Background: an optimization exercise with open tools, aiming at small area. Do not read the settings as production practice.
In this exercise RTL edits were held to simulation tests only and were not proved equivalent to the original.
Power and IR drop assume default switching activity.

==> inputs of juniper <==
Design tinybasu_core, start of the top module:
module tinybasu_core (
    input  wire        clk,
    input  wire        rst,           
    input  wire [15:0] budget,
    input  wire [2:0]  strategy,
    output wire        mem_en,
    output wire        mem_we,
    output wire [8:0]  mem_addr,
    output wire [15:0] mem_wdata,
    input  wire [15:0] mem_rdata,
    output wire        done,
    output reg  [1:0]  run_state,
    output reg  [2:0]  fault_cause,
    output wire [15:0] fault_pc,
    output wire [15:0] fault_info,
    output wire [15:0] pc_out,
    output reg  [16:0] cycles,
    output reg  [16:0] executed,
    output reg  [16:0] stalls,
    output wire [16:0] flushes,
    input  wire [2:0]  dbg_sel,
    output wire [15:0] dbg_reg
);
    localparam S_CLR    = 5'd0;
    localparam S_F      = 5'd1;
    localparam S_D      = 5'd2;
    localparam S_EALU   = 5'd3;
    localparam S_ESLT   = 5'd4;
    localparam S_EIMM   = 5'd5;
    localparam S_MUL    = 5'd6;
    localparam S_DV0    = 5'd7;
  ...
export LEC_CHECK = 0
export CAP_MARGIN = 20
export CORE_MARGIN = 2
export CORE_UTILIZATION = 65
export PLACE_DENSITY = 0.75
export SLEW_MARGIN = 20
create_clock -name core_clock -period 55.0 [get_ports {clk}]
standard.sh (not shown) runs the stock make flow with config.mk's settings and CLKGATE_MAP_FILE= SYNTH_SCRIPT=/design/flow/synth_recipe.tcl, a recipe that flattens the netlist after the stock synthesis.
==> flow/flow/run.sh <==
#!/bin/bash
# Layout flow:
#  1. the standard synthesis (standard.sh synth), unchanged;
#  2. the logic between the flip-flops re-mapped by ABC for area
#     (flow/resynth.tcl; every flip-flop keeps its name and cell type);
#  3. the rest of the standard flow (standard.sh), with buf_1 port
#     buffers and a clock tree of small buffers without dummy loads.
# Each tool writes its full output to a log of its own in this folder
# (std_synth.log, resynth.log, std_finish.log); ORFS keeps its own logs too.
set -euo pipefail
exec > run_sh.log 2>&1
set -x
W=$PWD
R=$W/orfs/results/$FLOW_PLATFORM/tinybasu_core/base
bash standard.sh synth > std_synth.log 2>&1
cp $R/1_2_yosys.v $W/std_1_2_yosys.v
RS_LIB=$FLOW_HOME/platforms/sky130hd/lib/sky130_fd_sc_hd__tt_025C_1v80.lib \
RS_IN=$W/std_1_2_yosys.v RS_OUT=$W/resynth.v RS_SCRIPT=$W/flow/area.abc \
  yosys -c $W/flow/resynth.tcl > resynth.log 2>&1
cp $W/resynth.v $R/1_2_yosys.v
rm -f $R/1_synth.odb $R/1_synth.sdc
export BUFFER_PORTS_ARGS="-buffer_cell sky130_fd_sc_hd__buf_1"
export CTS_ARGS="-sink_clustering_enable -repair_clock_nets -dont_use_dummy_load -buf_list {sky130_fd_sc_hd__clkbuf_8} -sink_clustering_size 16 -sink_clustering_max_diameter 60"
bash standard.sh > std_finish.log 2>&1
==> flow/flow/area.abc <==
&get -n
&deepsyn -T 200
&put
dch -f
amap
==> flow/flow/resynth.tcl <==
# Re-map the combinational logic of the standard synthesis netlist for area.
# Every flip-flop instance of the standard synthesis is kept as it is (same
# instance name, same cell type); only the logic between the flip-flops is
# re-optimised by ABC.
# Usage: yosys -c resynth.tcl   (env: RS_IN, RS_OUT, RS_LIB, RS_SCRIPT)
yosys -import
set lib $::env(RS_LIB)
set seq {}
foreach t {dfxtp_1 dfxtp_2 dfxtp_4 edfxtp_1 dfrtp_1 dfrtp_2 dfstp_1 dfxbp_1 dfrbp_1 edfxbp_1} {
  lappend seq sky130_fd_sc_hd__$t
}
# 1. flatten the combinational cells into generic logic
read_liberty -ignore_miss_func $lib
read_verilog $::env(RS_IN)
hierarchy -top tinybasu_core
foreach m $seq { catch { setattr -mod -set keep_hierarchy 1 $m } }
catch { setattr -mod -set keep_hierarchy 1 sky130_fd_sc_hd__conb_1 }
flatten
yosys rename -hide w:*.*
opt_clean -purge
opt -purge
techmap
opt -purge
foreach m $seq { catch { delete $m } }
catch { delete sky130_fd_sc_hd__conb_1 }
write_rtlil $::env(RS_OUT).flat.il
# 2. map it again, with the cells as black boxes
design -reset
read_liberty -lib $lib
read_rtlil $::env(RS_OUT).flat.il
hierarchy -top tinybasu_core
set du {}
foreach c {probe_p_8 probec_p_8 lpflow_bleeder_1 lpflow_clkbufkapwr_1 lpflow_clkbufkapwr_16 lpflow_clkbufkapwr_2 lpflow_clkbufkapwr_4 lpflow_clkbufkapwr_8 lpflow_clkinvkapwr_1 lpflow_clkinvkapwr_16 lpflow_clkinvkapwr_2 lpflow_clkinvkapwr_4 lpflow_clkinvkapwr_8 lpflow_decapkapwr_12 lpflow_decapkapwr_3 lpflow_decapkapwr_4 lpflow_decapkapwr_6 lpflow_decapkapwr_8 lpflow_inputiso0n_1 lpflow_inputiso0p_1 lpflow_inputiso1n_1 lpflow_inputiso1p_1 lpflow_inputisolatch_1 lpflow_isobufsrc_1 lpflow_isobufsrc_16 lpflow_isobufsrc_2 lpflow_isobufsrc_4 lpflow_isobufsrc_8 lpflow_isobufsrckapwr_16 lpflow_lsbuf_lh_hl_isowell_tap_1 lpflow_lsbuf_lh_hl_isowell_tap_2 lpflow_lsbuf_lh_hl_isowell_tap_4 lpflow_lsbuf_lh_isowell_4 lpflow_lsbuf_lh_isowell_tap_1 lpflow_lsbuf_lh_isowell_tap_2 lpflow_lsbuf_lh_isowell_tap_4} {
  lappend du -dont_use sky130_fd_sc_hd__$c
}
abc -liberty $lib -script $::env(RS_SCRIPT) {*}$du
opt_clean -purge
hilomap -singleton -hicell sky130_fd_sc_hd__conb_1 HI -locell sky130_fd_sc_hd__conb_1 LO
insbuf -buf sky130_fd_sc_hd__buf_1 A X
opt_clean
check -assert -mapped
tee -o $::env(RS_OUT).stat stat -liberty $lib
write_verilog -noattr -nohex -nodec $::env(RS_OUT)
==> inputs of harbor, as changes to juniper <==
==> flow/run.sh (new file) <==
#!/bin/bash
# synth_recipe.tcl (not shown) runs the flow's synth.tcl, then flattens the netlist and writes it again
# the make line also repeats each setting of config.mk as NAME=value (left out here)
make -C /OpenROAD-flow-scripts/flow DESIGN_CONFIG=/design/flow/config.mk WORK_HOME=/design/flow/orfs CLKGATE_MAP_FILE= SYNTH_SCRIPT=/design/flow/synth_recipe.tcl finish
Settings changed: CORE_UTILIZATION 65 to 40, CTS_BUF_LIST set to sky130_fd_sc_hd__clkbuf_2 sky130_fd_sc_hd__clkbuf_4, PLACE_DENSITY 0.75 to unset.
removed: flow/flow/run.sh
removed: flow/flow/area.abc
removed: flow/flow/resynth.tcl
removed: flow/standard.sh
==> inputs of cedar, as changes to juniper <==
--- a/flow/flow/resynth.tcl
+++ b/flow/flow/resynth.tcl
@@ -38,3 +38,3 @@
 hilomap -singleton -hicell sky130_fd_sc_hd__conb_1 HI -locell sky130_fd_sc_hd__conb_1 LO
-insbuf -buf sky130_fd_sc_hd__buf_1 A X
+insbuf -buf sky130_fd_sc_hd__buf_4 A X
 opt_clean
Settings changed: CORE_UTILIZATION 65 to 40, PLACE_DENSITY 0.75 to unset.
==> notes <==
Between cedar and harbor, the lower hold slack is in cedar (gap 0.034 ns). Against cedar, the power of harbor is higher by 29%. Global-route usage: harbor is lower than juniper (12 points). Of harbor and cedar, harbor has the higher fmax (gap 2.9%, measured against cedar). Non-clock buffer count: harbor > juniper > cedar. Between harbor and cedar, the lower wire length is in cedar (gap 6.3%, measured against cedar). Final cell count, lowest first: juniper, cedar, harbor.
==> figures <==
| item | juniper | cedar | harbor |
|---|---|---|---|
| Cell chosen for the clock root | sky130_fd_sc_hd__clkbuf_8 | sky130_fd_sc_hd__clkbuf_8 | sky130_fd_sc_hd__clkbuf_4 |
| Post-route total power | 1.36 mW | 1.33 mW | 1.71 mW |
| Initial DRT Pass Iterations | 7 | 5 | 6 |
| Clock latency (worst-skew pair) | 0.62 ns | 0.64 ns | 0.97 ns |
| Layout overhead on the synthesized area | 10.2% | 10.4% | 20.5% |
| Pre-CTS setup slack | 29.06 ns | 28.58 ns | 29.16 ns |
| Share of cell area taken by multi-input logic gates | 23.0% | 22.5% | 27.0% |
| Peak ir drop on the vdd network | 0.0416 mV | 0.0336 mV | 0.0266 mV |
| Ratio of final minimum period to clock period | 47.2% | 48.0% | 46.7% |
| Arrival @ worst endpoint | 14.97 ns | 15.42 ns | 14.68 ns |
| Switching power total | 0.478 mW | 0.482 mW | 0.563 mW |
| Run status | complete, no violations | complete, no violations | complete, no violations |
| Non-filler instance count after layout | 2,352 | 2,551 | 2,767 |
| Non-Clock Buffer Area Fraction | 4.32% | 4.22% | 8.57% |
| Netlist area before placement | 19,100 sq um | 19,200 sq um | 21,300 sq um |
| Uppermost routed layer | met5 | met4 | met5 |

---

==> v7: inputs <==
tinybasu_core again, from the RTL that the note above started with.
clock: 55.0 ns
lec_check: 0
cap_margin: 20
core_margin: 2
core_utilization: 40
slew_margin: 20
==> flow/flow/run.sh <==
#!/bin/bash
# Layout flow: the standard flow (standard.sh) with small port buffers
# and a clock tree of small buffers without dummy loads. Each tool's output
# goes to the logs standard.sh writes; this script's own output to run_sh.log.
exec > run_sh.log 2>&1
set -x
export BUFFER_PORTS_ARGS="-buffer_cell sky130_fd_sc_hd__buf_1"
export CTS_ARGS="-sink_clustering_enable -repair_clock_nets -dont_use_dummy_load -buf_list {sky130_fd_sc_hd__clkbuf_4} -sink_clustering_size 10 -sink_clustering_max_diameter 50"
bash standard.sh
==> v33: changes against v7 <==
--- a/flow/design.v
+++ b/flow/design.v
@@ -51,68 +51,14 @@
     reg [4:0]   cnt;
     reg         tk;
     reg [4:0]   pos;          
     reg [15:0]  budget_q;
     reg [2:0]   strat_q;
     reg [127:0] rf;           
     reg [383:0] pr;           
-    function [4:0] inc5;
-        input [4:0] v;
-        reg c;
-        integer i;
-        begin
-            c = 1'b1;
-            for (i = 0; i < 5; i = i + 1) begin
-                inc5[i] = v[i] ^ c;
-                c = c & v[i];
-            end
-        end
-    endfunction
-    function [4:0] dec5;
-        input [4:0] v;
-        reg b;
-        integer i;
-        begin
-            b = 1'b1;
-            for (i = 0; i < 5; i = i + 1) begin
-                dec5[i] = v[i] ^ b;
-                b = b & ~v[i];
-            end
-        end
-    endfunction
-    function [2:0] add3;
-        input [2:0] a;
-        input [2:0] b;
-        reg c;
-        integer i;
-        begin
-            c = 1'b0;
-            for (i = 0; i < 3; i = i + 1) begin
-                add3[i] = a[i] ^ b[i] ^ c;
-                c = (a[i] & b[i]) | (c & (a[i] ^ b[i]));
-            end
-        end
-    endfunction
-    function [16:0] cstep;
-        input [16:0] q;
-        input        a0;
-        input        a1;
-        reg c;
-        integer i;
-        begin
-            cstep[0] = q[0] ^ a0;
-            c = q[0] & a0;
-            cstep[1] = q[1] ^ a1 ^ c;
-            c = (q[1] & a1) | (c & (q[1] ^ a1));
-            for (i = 2; i < 17; i = i + 1) begin
-                cstep[i] = q[i] ^ c;
-                c = c & q[i];
-            end
-        end
-    endfunction
     wire [15:0] pcx = {{3{pc[12]}}, pc};
     assign done       = (state == S_DONE);
     assign pc_out     = pcx;
     assign fault_pc   = pcx;
     assign fault_info = A;
     assign flushes    = stalls;
     wire [15:0] w      = mem_rdata;
@@ -138,15 +84,15 @@
             S_D, S_DV1, S_DVF1:                        rsel = rs;
             S_EALU, S_MUL, S_DV0, S_DIVA, S_DIVB,
             S_DVF2, S_SH0:                             rsel = rt;
             S_DONE:                                    rsel = dbg_sel;
             default:                                   rsel = rd;    
         endcase
     end
-    wire [2:0]  rphys = add3(rsel, pos[2:0]);
+    wire [2:0]  rphys = rsel + pos[2:0];
     wire [15:0] R = rf[{rphys, 4'd0} +: 16];
     assign dbg_reg = R;
     wire first = cnt[4];
     wire div_st = (state == S_DIVA) | (state == S_DIVB);
     wire [15:0] x_shl = {A[14:0] & {15{~first}}, div_st & B[15]};
     wire [15:0] imm6  = {{10{w[5]}}, w[5:0]};
     wire [15:0] imm12 = {{4{w[11]}}, w[11:0]};
@@ -201,26 +147,17 @@
             3'd1:    yv = R & {16{rgate}};
             3'd2:    yv = immv & {16{igate}};
             3'd3:    yv = mem_rdata;
             3'd4:    yv = B;
             default: yv = 16'd0;
         endcase
     end
-    wire [15:0] yi = yv ^ {16{inv}};
-    wire [16:0] ac;
-    wire [15:0] sum;
-    assign ac[0] = cin;
-    genvar gi;
-    generate
-        for (gi = 0; gi < 16; gi = gi + 1) begin : g_add
-            assign sum[gi]    = xv[gi] ^ yi[gi] ^ ac[gi];
-            assign ac[gi + 1] = (xv[gi] & yi[gi]) | (ac[gi] & (xv[gi] ^ yi[gi]));
-        end
-    endgenerate
-    wire        cout = ac[16];
+    wire [16:0] sum17 = {1'b0, xv} + {1'b0, yv ^ {16{inv}}} + {16'd0, cin};
+    wire [15:0] sum  = sum17[15:0];
+    wire        cout = sum17[16];
     wire        zero = (sum == 16'd0);
     wire [11:0] pgrp  = pr[383:372];
     wire [4:0]  gkey  = {opcode[0], rd, rs[2]};
     wire        match = (gkey == ~pos);
     wire [1:0]  ent   = rs[1:0];
     wire [2:0]  pe    = pgrp[({1'b0, ent, 1'b0} + {2'b0, ent}) +: 3];
     wire st_1b = (strat_q == 3'd2);
@@ -240,71 +177,56 @@
     end
     wire [2:0] pmax = st_2b ? 3'd3 : 3'd7;
     reg  [2:0] pnext;
     always @(*) begin
         if (st_1b)
             pnext = {2'b00, taken};
         else if (taken)
-            pnext = (pe == pmax) ? pe : add3(pe, 3'd1);
+            pnext = (pe == pmax) ? pe : pe + 3'd1;
         else
-            pnext = (pe == 3'd0) ? pe : add3(pe, 3'd7);
+            pnext = (pe == 3'd0) ? pe : pe - 3'd1;
     end
     wire bp_fire = (state == S_BP) & match;
-    wire commit  = (state == S_COMMIT);
     reg [11:0] phead;
     always @(*) begin
         phead = pgrp;
         if (state == S_CLR)
             phead = {4{pinit}};
         else if (bp_fire)
             phead[({1'b0, ent, 1'b0} + {2'b0, ent}) +: 3] = pnext;
     end
     wire [2:0] wtarget = op_jal ? 3'd7 : rd;
-    wire at_head  = (wtarget == ~pos[2:0]);
-    wire lw_ready = (add3(rd, 3'd2) == ~pos[2:0]);
+    wire at_head  = ((wtarget + pos[2:0]) == 3'd7);
+    wire lw_ready = ((rd + pos[2:0]) == 3'd5);
     wire rf_we = (state == S_CLR) | (state == S_LWW) | ((state == S_WR) & at_head);
-    wire [16:0] bq = {1'b0, budget_q};
-    wire [17:0] tc;
-    assign tc[0] = 1'b0;
-    generate
-        for (gi = 0; gi < 17; gi = gi + 1) begin : g_tmo
-            assign tc[gi + 1] = (cycles[gi] & ~bq[gi]) | (tc[gi] & (cycles[gi] | ~bq[gi]));
-        end
-    endgenerate
-    wire timeout = tc[17];
+    wire timeout = (cycles > {1'b0, budget_q});
     wire pc_bad  = pc[12] | (pc[11:9] != 3'd0);
     assign mem_en = ((state == S_F) & ~timeout & ~pc_bad) |
                     ((state == S_COMMIT) & op_sw) |
                     ((state == S_LWA) & lw_ready);
     assign mem_we = (state == S_COMMIT);
     assign mem_addr  = (state == S_F) ? pc[8:0] : A[8:0];
     assign mem_wdata = R;
     wire lt = (A[15] ^ R[15]) ? A[15] : sum[15];
     wire ea_bad = (A[15] ^ w[5] ^ cout) | (sum[15:9] != 7'd0);
     wire illegal = (opcode[3:2] == 2'b11 && opcode[1:0] != 2'b00) ||
                    (op_r && func == 3'd7);
     always @(posedge clk) begin
-        pos <= inc5(pos);
+        pos <= pos + 5'd1;
         rf  <= {rf[111:0], rf_we ? A : rf[127:112]};
         pr  <= {pr[371:0], phead};
         if (rst) begin
-            cycles   <= 17'd0;
-            executed <= 17'd0;
-            stalls   <= 17'd0;
-        end else begin
-            cycles   <= cstep(cycles, commit, commit & op_br & tk);
-            executed <= cstep(executed, commit, 1'b0);
-            stalls   <= cstep(stalls, bp_fire & (pred != taken), 1'b0);
-        end
-        if (rst) begin
             state       <= S_CLR;
             pos         <= 5'd0;
             pc          <= 13'd0;
             run_state   <= 2'd0;
             fault_cause <= 3'd0;
+            cycles      <= 17'd0;
+            executed    <= 17'd0;
+            stalls      <= 17'd0;
             budget_q    <= budget;
             strat_q     <= strategy;
         end else begin
             case (state)
                 S_CLR: begin
                     A <= sum;
                     if (pos == 5'd31) state <= S_F;
@@ -368,15 +290,15 @@
                     end else begin
                         state <= S_COMMIT;
                     end
                 end
                 S_MUL: begin
                     A   <= sum;
                     B   <= {B[14:0], 1'b0};
-                    cnt <= dec5(cnt);
+                    cnt <= cnt - 5'd1;
                     if (cnt == 5'd1) state <= S_COMMIT;
                 end
                 S_DV0: begin
                     if (zero) begin
                         fault_cause <= 3'd4;
                         state       <= S_FW;
                     end else begin
@@ -390,15 +312,15 @@
                 S_DIVA: begin
                     tk    <= cout;
                     state <= S_DIVB;
                 end
                 S_DIVB: begin
                     A   <= sum;
                     B   <= {B[14:0], tk};
-                    cnt <= dec5(cnt);
+                    cnt <= cnt - 5'd1;
                     state <= (cnt == 5'd1) ? S_DVF1 : S_DIVA;
                 end
                 S_DVF1: begin
                     tk    <= R[15];
                     state <= S_DVF2;
                 end
                 S_DVF2: begin
@@ -414,25 +336,28 @@
                         state <= S_SHIFT;
                     end
                 end
                 S_SHIFT: begin
                     if (cnt == 5'd0) state <= S_COMMIT;
                     else begin
                         A   <= sh_left ? sum : {sh_arith & A[15], A[15:1]};
-                        cnt <= dec5(cnt);
+                        cnt <= cnt - 5'd1;
                     end
                 end
                 S_BP: begin
                     if (match) begin
                         tk <= taken;
+                        if (pred != taken) stalls <= stalls + 17'd1;
                         state <= S_COMMIT;
                     end
                 end
                 S_COMMIT: begin
                     pc       <= sum[12:0];
+                    executed <= executed + 17'd1;
+                    cycles   <= cycles + {15'd0, op_br & tk, 1'b1};
                     if (op_jal) A <= sum;
                     if (op_lw)                         state <= S_LWA;
                     else if (op_sw | op_br | op_jmp)   state <= S_F;
                     else                               state <= S_WR;
                 end
                 S_WR: begin
                     if (at_head) state <= S_F;
==> flow/run.sh (new file) <==
#!/bin/bash
# synth_recipe.tcl (not shown) runs the flow's synth.tcl, then flattens the netlist and writes it again
# the make line also repeats each setting of config.mk as NAME=value (left out here)
make -C /OpenROAD-flow-scripts/flow DESIGN_CONFIG=/design/flow/config.mk WORK_HOME=/design/flow/orfs CLKGATE_MAP_FILE= SYNTH_SCRIPT=/design/flow/synth_recipe.tcl finish
removed: flow/flow/run.sh
removed: flow/standard.sh
==> v6: changes against v7 <==
==> flow/flow/run.sh (replaced) <==
#!/bin/bash
# Layout flow: the standard flow (standard.sh) with small port buffers
# and a clock tree of small buffers without dummy loads. Each tool's output
# goes to the logs standard.sh writes; this script's own output to run_sh.log.
exec > run_sh.log 2>&1
set -x
export BUFFER_PORTS_ARGS="-buffer_cell sky130_fd_sc_hd__buf_1"
export CTS_ARGS="-sink_clustering_enable -repair_clock_nets -dont_use_dummy_load -buf_list {sky130_fd_sc_hd__clkbuf_8} -sink_clustering_size 16 -sink_clustering_max_diameter 60"
bash standard.sh
==> qor summary <==
Die Ht: v7 234.6 um; v33 240.9 um; v6 234.6 um
Final Non-Filler Cells: v7 2,587; v33 2,909; v6 2,557
CP endpoint: v7 mem_wdata[15]; v33 mem_wdata[12]; v6 mem_wdata[15]
Worst Slack Setup Final: v7 30.02 ns; v33 29.56 ns; v6 30.01 ns
Wire length of the first global-routing pass: v7 75,640 um; v33 85,200 um; v6 74,860 um
Outcome: v7 complete, no violations; v33 complete, no violations; v6 complete, no violations
Overall power after layout: v7 0.001463 W; v33 0.001818 W; v6 0.001478 W
Post-synthesis instance area: v7 21,280 um^2; v33 22,440 um^2; v6 21,280 um^2
CP Max Fanout: v7 22; v33 32; v6 22
Met3 Track Usage GR: v7 5.181%; v33 4.861%; v6 4.088%
Fraction of the mapped netlist area in compound gates: v7 8.003%; v33 10.12%; v6 8.003%
Number of vias per cell: v7 5.168; v33 5.190; v6 5.158
DP Area: v7 22,430 um^2; v33 24,860 um^2; v6 22,430 um^2
Synthesized netlist net count: v7 1,836; v33 2,055; v6 1,836

-- afterwards: timing with drivers on the ports --
In the flow no input, the clock included, has a driving cell. The finished layouts below were timed again as built, in two steps. Step 1 sets driving cells, clkbuf_16 on the clock port and buf_2 on the other inputs (assumed; they add their load-dependent delay and slew). Step 2 also shifts input and output timing later by t, the mid clock arrival at the registers, as if the neighbouring blocks saw the same clock. Slacks: no drivers / after step 1 / after step 2; pairs: no drivers / after step 1.
run	shift t [ns]	setup slack, ns	worst register clock-pin slew, ns
juniper	0.607	29.027 / 28.967 / 28.967	0.10 / 0.10
harbor	0.989	29.323 / 29.300 / 29.114	0.08 / 0.08
cedar	0.651	28.581 / 28.542 / 28.542	0.10 / 0.10
v7	0.859	30.022 / 30.003 / 29.491	0.11 / 0.11
v33	0.625	29.559 / 29.532 / 29.532	0.06 / 0.06
v6	0.677	30.010 / 29.991 / 29.457	0.11 / 0.11
After both steps every run listed still meets setup and hold. The setup slack of v6, which loses most, moves by -0.019 ns with the drivers and by -0.553 ns with both steps.
